What follows belongs to an exercise in optimizing a design on an open flow for small area, a short achievable clock period and few clock cycles per item; a production flow would make more cautious choices. In this exercise RTL edits were held to simulation tests only and were not proved equivalent to the original. Power is estimated from default activity; no workload was simulated.

## feistel_cbc
module feistel_cbc (
    input              clk,
    input              rst,
    input              start,
    input      [3:0]   op,
    input      [2:0]   kidx,
    input      [255:0] din,
    output             ready,
    output reg         done,
    output reg         err,
    output     [63:0]  blk,
    output     [63:0]  chain
);
For scale: roughly 2700 cells after synthesis, about 400 I/O pins.
clock: 7.0 ns
lec_check: 0
cap_margin: 20
core_margin: 2
core_utilization: 40
setup_slack_margin: 4.2
slew_margin: 20
synth_hierarchical: 1
synth_minimum_keep_size: 0
standard.sh (not shown) runs the stock make flow with config.mk's settings and CLKGATE_MAP_FILE= SYNTH_SCRIPT=/design/flow/synth_recipe.tcl, a recipe that flattens the netlist after the stock synthesis.
==> flow/flow/run.sh <==
#!/bin/bash
# Standard ORFS layout with two changes: synthesis leaves out Yosys's
# full/half-adder extraction (ADDER_MAP_FILE empty), so ABC maps the adders
# with the rest of the logic; and the port buffers are the smallest buffer
# (sky130_fd_sc_hd__buf_1) instead of the cell buffer_ports picks by itself.
set -euo pipefail
cd "$(dirname "$0")/.."
bash standard.sh 'ADDER_MAP_FILE=' 'BUFFER_PORTS_ARGS=-buffer_cell sky130_fd_sc_hd__buf_1' finish > make_finish.log 2>&1
Testbench counts at the start, summed over its fixed seeds: cycles 12,832, blocks 384.
Edit:
--- a/flow/config.mk
+++ b/flow/config.mk
@@ -10,3 +10,3 @@
 export CORE_UTILIZATION = 40
-export SETUP_SLACK_MARGIN = 4.2
+export SETUP_SLACK_MARGIN = 4.0
 export SLEW_MARGIN = 20
The new run ran to the end with no violations; first-iteration DRC count goes down by 16%; area after synthesis stays the same; maximum frequency fell by 2.7%; critical path depth is lower by 1.
Edit:
--- a/flow/config.mk
+++ b/flow/config.mk
@@ -9,3 +9,3 @@
 export CORE_MARGIN = 2
-export CORE_UTILIZATION = 40
+export CORE_UTILIZATION = 60
 export SETUP_SLACK_MARGIN = 4.0
Combinational power hardly moves. Global-route usage went up by 10 points. Non-clock buffer count went down by 5. Sequential power is about the same. Utilization went up by 23 points. Setup slack gets worse by 34 ps. Maximum frequency went down by about 1.1%. Cell area went down by 1.7%.
Edit:
--- a/flow/config.mk
+++ b/flow/config.mk
@@ -9,3 +9,4 @@
 export CORE_MARGIN = 2
-export CORE_UTILIZATION = 60
+export CORE_UTILIZATION = 40
+export GPL_ROUTABILITY_DRIVEN = 0
 export SETUP_SLACK_MARGIN = 4.0
Effect:
- die area came out higher by well over a third
- routed wire length came out higher by a little under a tenth
- synthesized cell count is unchanged
- fmax stays flat
- total power came out higher by a few percent
- register-to-register slack is about the same
- cell count came out higher by a little under a tenth
- design area came out higher slightly
- setup slack improves by 6.7 ps

* * *

Starting RTL as in the previous note.
Design feistel_cbc, start of the top module:
module feistel_cbc (
    input              clk,
    input              rst,
    input              start,
    input      [3:0]   op,
    input      [2:0]   kidx,
    input      [255:0] din,
    output             ready,
    output reg         done,
    output reg         err,
    output     [63:0]  blk,
    output     [63:0]  chain
);
    localparam OP_KEYLD   = 4'd0;
    localparam OP_BLKLD   = 4'd1;
    localparam OP_CHAINLD = 4'd2;
    localparam OP_BENC    = 4'd3;
    localparam OP_BDEC    = 4'd4;
    localparam OP_CBCENC  = 4'd5;
    localparam OP_CBCDEC  = 4'd6;
    localparam OP_FROUND  = 4'd7;
    localparam OP_FSWAP   = 4'd8;
    reg        idle;      
    reg        fr_q;      
    reg        dec_q;     
    reg        cenc_q;    
    reg        cdec_q;    
    reg [4:0]  rnd;       
    reg [31:0] key [0:7];
    reg [31:0] ka;        
    reg [63:0] blk_q;
    reg [63:0] chain_q;
    reg [63:0] save;      
    wire busy = ~idle;
    assign ready = idle;
    assign blk   = blk_q;
    assign chain = chain_q;
    wire is_dec  = (op == OP_BDEC) || (op == OP_CBCDEC);
    wire spec    = (op == OP_BENC) || is_dec;      
    wire acc_op  = ~rst & idle & start;
    wire op_kld  = acc_op & (op == OP_KEYLD);
    wire op_bld  = acc_op & (op == OP_BLKLD);
    wire op_cld  = acc_op & (op == OP_CHAINLD);
    wire op_spec = acc_op & spec;
    wire op_cenc = acc_op & (op == OP_CBCENC);
    wire op_swap = acc_op & (op == OP_FSWAP);
    wire [4:0] rnd_i  = rnd + 5'd1;
    wire       rev_i  = dec_q ? (rnd_i >= 5'd8) : (rnd_i >= 5'd24);
    wire [2:0] sel_b  = fr_q ? (rnd[3] ? 3'd0 : rnd[2:0]) : (rnd_i[2:0] ^ {3{rev_i}});
    wire [31:0] k_b   = key[sel_b];
    wire        last   = (rnd == 5'd31);
    wire        fin    = busy & ~fr_q & last;         
    wire        fr_go  = busy & fr_q & rnd[3];        
    wire [31:0] l_in   = blk_q[63:32] ^ (chain_q[63:32] & {32{fin & cdec_q}});
    wire [31:0] f_r;                                  
    feistel_f rf (.l(l_in), .r(blk_q[31:0]), .k(ka), .o(f_r));
    wire        rnd_go = op_spec | (busy & ~fr_q & ~last) | fr_go;
    wire        bsel_lo = ~rst & rnd_go;
    wire        bsel_hi = ~rst & fin;
    reg  [31:0] blo_o, bhi_o;
    always @* begin
  ...
==> flow/config.mk <==
export PLATFORM = sky130hd
export DESIGN_NAME = feistel_cbc
export DESIGN_NICKNAME = feistel_cbc
export VERILOG_FILES = /design/flow/design.v
export SDC_FILE = /design/flow/constraint.sdc
export NUM_CORES = 4
export LEC_CHECK = 0
export CAP_MARGIN = 20
export CORE_MARGIN = 2
export CORE_UTILIZATION = 40
export CTS_CLUSTER_DIAMETER = 60
export CTS_CLUSTER_SIZE = 28
export SETUP_SLACK_MARGIN = 4.0
export SLEW_MARGIN = 20
export SYNTH_HIERARCHICAL = 1
export SYNTH_MINIMUM_KEEP_SIZE = 0
==> flow/constraint.sdc <==
create_clock -name core_clock -period 7.0 [get_ports {clk}]
set_input_delay 1.4000 -clock core_clock [delete_from_list [all_inputs] [get_ports {clk}]]
set_output_delay 1.4000 -clock core_clock [all_outputs]
set_load 0.01 [all_outputs]
Scripts as last shown in full above: flow/flow/run.sh
Testbench counts at the start, summed over its fixed seeds: cycles 12,832, blocks 384.
Then changed:
--- a/flow/config.mk
+++ b/flow/config.mk
@@ -7,9 +7,7 @@
 export LEC_CHECK = 0
-export CAP_MARGIN = 20
+export CAP_MARGIN = 5
 export CORE_MARGIN = 2
 export CORE_UTILIZATION = 40
-export CTS_CLUSTER_DIAMETER = 60
-export CTS_CLUSTER_SIZE = 28
 export SETUP_SLACK_MARGIN = 4.0
-export SLEW_MARGIN = 20
+export SLEW_MARGIN = 5
 export SYNTH_HIERARCHICAL = 1
Effect: The changed run ran to the end with no violations. Routed wire length increases by 0.37%. Setup slack loses 7.6 ps. First-iteration DRC count increases by 12%. Total power increases by 8.1%. Non-clock buffer count decreases by 14. Critical path depth decreases by 3. Clock power increases by 22%. Maximum frequency stays flat.
Then changed:
--- a/flow/config.mk
+++ b/flow/config.mk
@@ -7,7 +7,7 @@
 export LEC_CHECK = 0
-export CAP_MARGIN = 5
+export CAP_MARGIN = 20
 export CORE_MARGIN = 2
 export CORE_UTILIZATION = 40
-export SETUP_SLACK_MARGIN = 4.0
-export SLEW_MARGIN = 5
+export SETUP_SLACK_MARGIN = 3.5
+export SLEW_MARGIN = 20
 export SYNTH_HIERARCHICAL = 1
Outcome: The new run produced a clean layout; wire length drops by 4.8%; final cell count decreases by 1.5%; worst hold slack stays flat; cell area came out lower by 4.3%; first-iteration DRC count went down by 5.9%; clock skew rises by 4.8 ps; global-route usage goes down by 0.79 points.
Then changed:
--- a/flow/config.mk
+++ b/flow/config.mk
@@ -10,3 +10,5 @@
 export CORE_UTILIZATION = 40
-export SETUP_SLACK_MARGIN = 3.5
+export CTS_CLUSTER_DIAMETER = 60
+export CTS_CLUSTER_SIZE = 28
+export SETUP_SLACK_MARGIN = 4.1
 export SLEW_MARGIN = 20
The new run ran to the end with no violations. Wire length rose by 6.9%. Flip-flop and latch count does not change. Power fell by 1.8%. Clock power fell by 12%.
Then changed:
--- a/flow/config.mk
+++ b/flow/config.mk
@@ -10,5 +10,3 @@
 export CORE_UTILIZATION = 40
-export CTS_CLUSTER_DIAMETER = 60
-export CTS_CLUSTER_SIZE = 28
-export SETUP_SLACK_MARGIN = 4.1
+export SETUP_SLACK_MARGIN = 3.8
 export SLEW_MARGIN = 20
After rerunning:
- routed wire length is lower by 5.5%
- clock power grows by about 9%
- via count fell by 3.4%
- worst hold slack is worse by 5.5 ps
- register-to-register slack degrades by 270 ps
- final area is lower by about 4.5%
- clock-buffer cell count climbs by 26

## separate check: timing with driven ports
The results above use ideal ports. As a check the final layouts listed here were re-extracted and re-timed, cells and wires unchanged.
Step 1 assumes that a clkbuf_16 drives the clock port and a buf_2 every other input.
Step 2 also shifts input and output timing later by t, the mid clock arrival at the registers, as if the neighbouring blocks saw the same clock.
a / b / c = no drivers / after step 1 / after step 2; a / b = the first two.
run	shift t [ns]	setup WS [ns]	worst register clock-pin slew, ns	worst data-port slew with drivers (ns)	pins driven straight from the clock port
the first run of note 1	0.686	4.079 / 4.010 / 3.324	0.07 / 0.07	0.21	1
the second run of note 1	0.686	3.999 / 3.962 / 3.276	0.07 / 0.07	0.16	1
the third run of note 1	0.684	3.965 / 3.869 / 3.185	0.07 / 0.07	0.26	1
the fourth run of note 1	0.677	3.972 / 3.964 / 3.287	0.07 / 0.07	0.15	1
the first run of note 2	0.666	3.962 / 3.959 / 3.293	0.10 / 0.10	0.14	1
the second run of note 2	0.689	3.955 / 3.964 / 3.275	0.07 / 0.07	0.15	1
the third run of note 2	0.675	3.519 / 3.540 / 2.864	0.07 / 0.07	0.15	1
the fourth run of note 2	0.676	4.075 / 4.043 / 3.367	0.10 / 0.10	0.14	1
the fifth run of note 2	0.680	3.865 / 3.793 / 3.113	0.07 / 0.07	0.15	1
After both steps setup and hold are still met in every run listed. For the third run of note 1, which loses most, drivers alone change the setup slack by -0.096 ns; drivers and shift together by -0.780 ns.
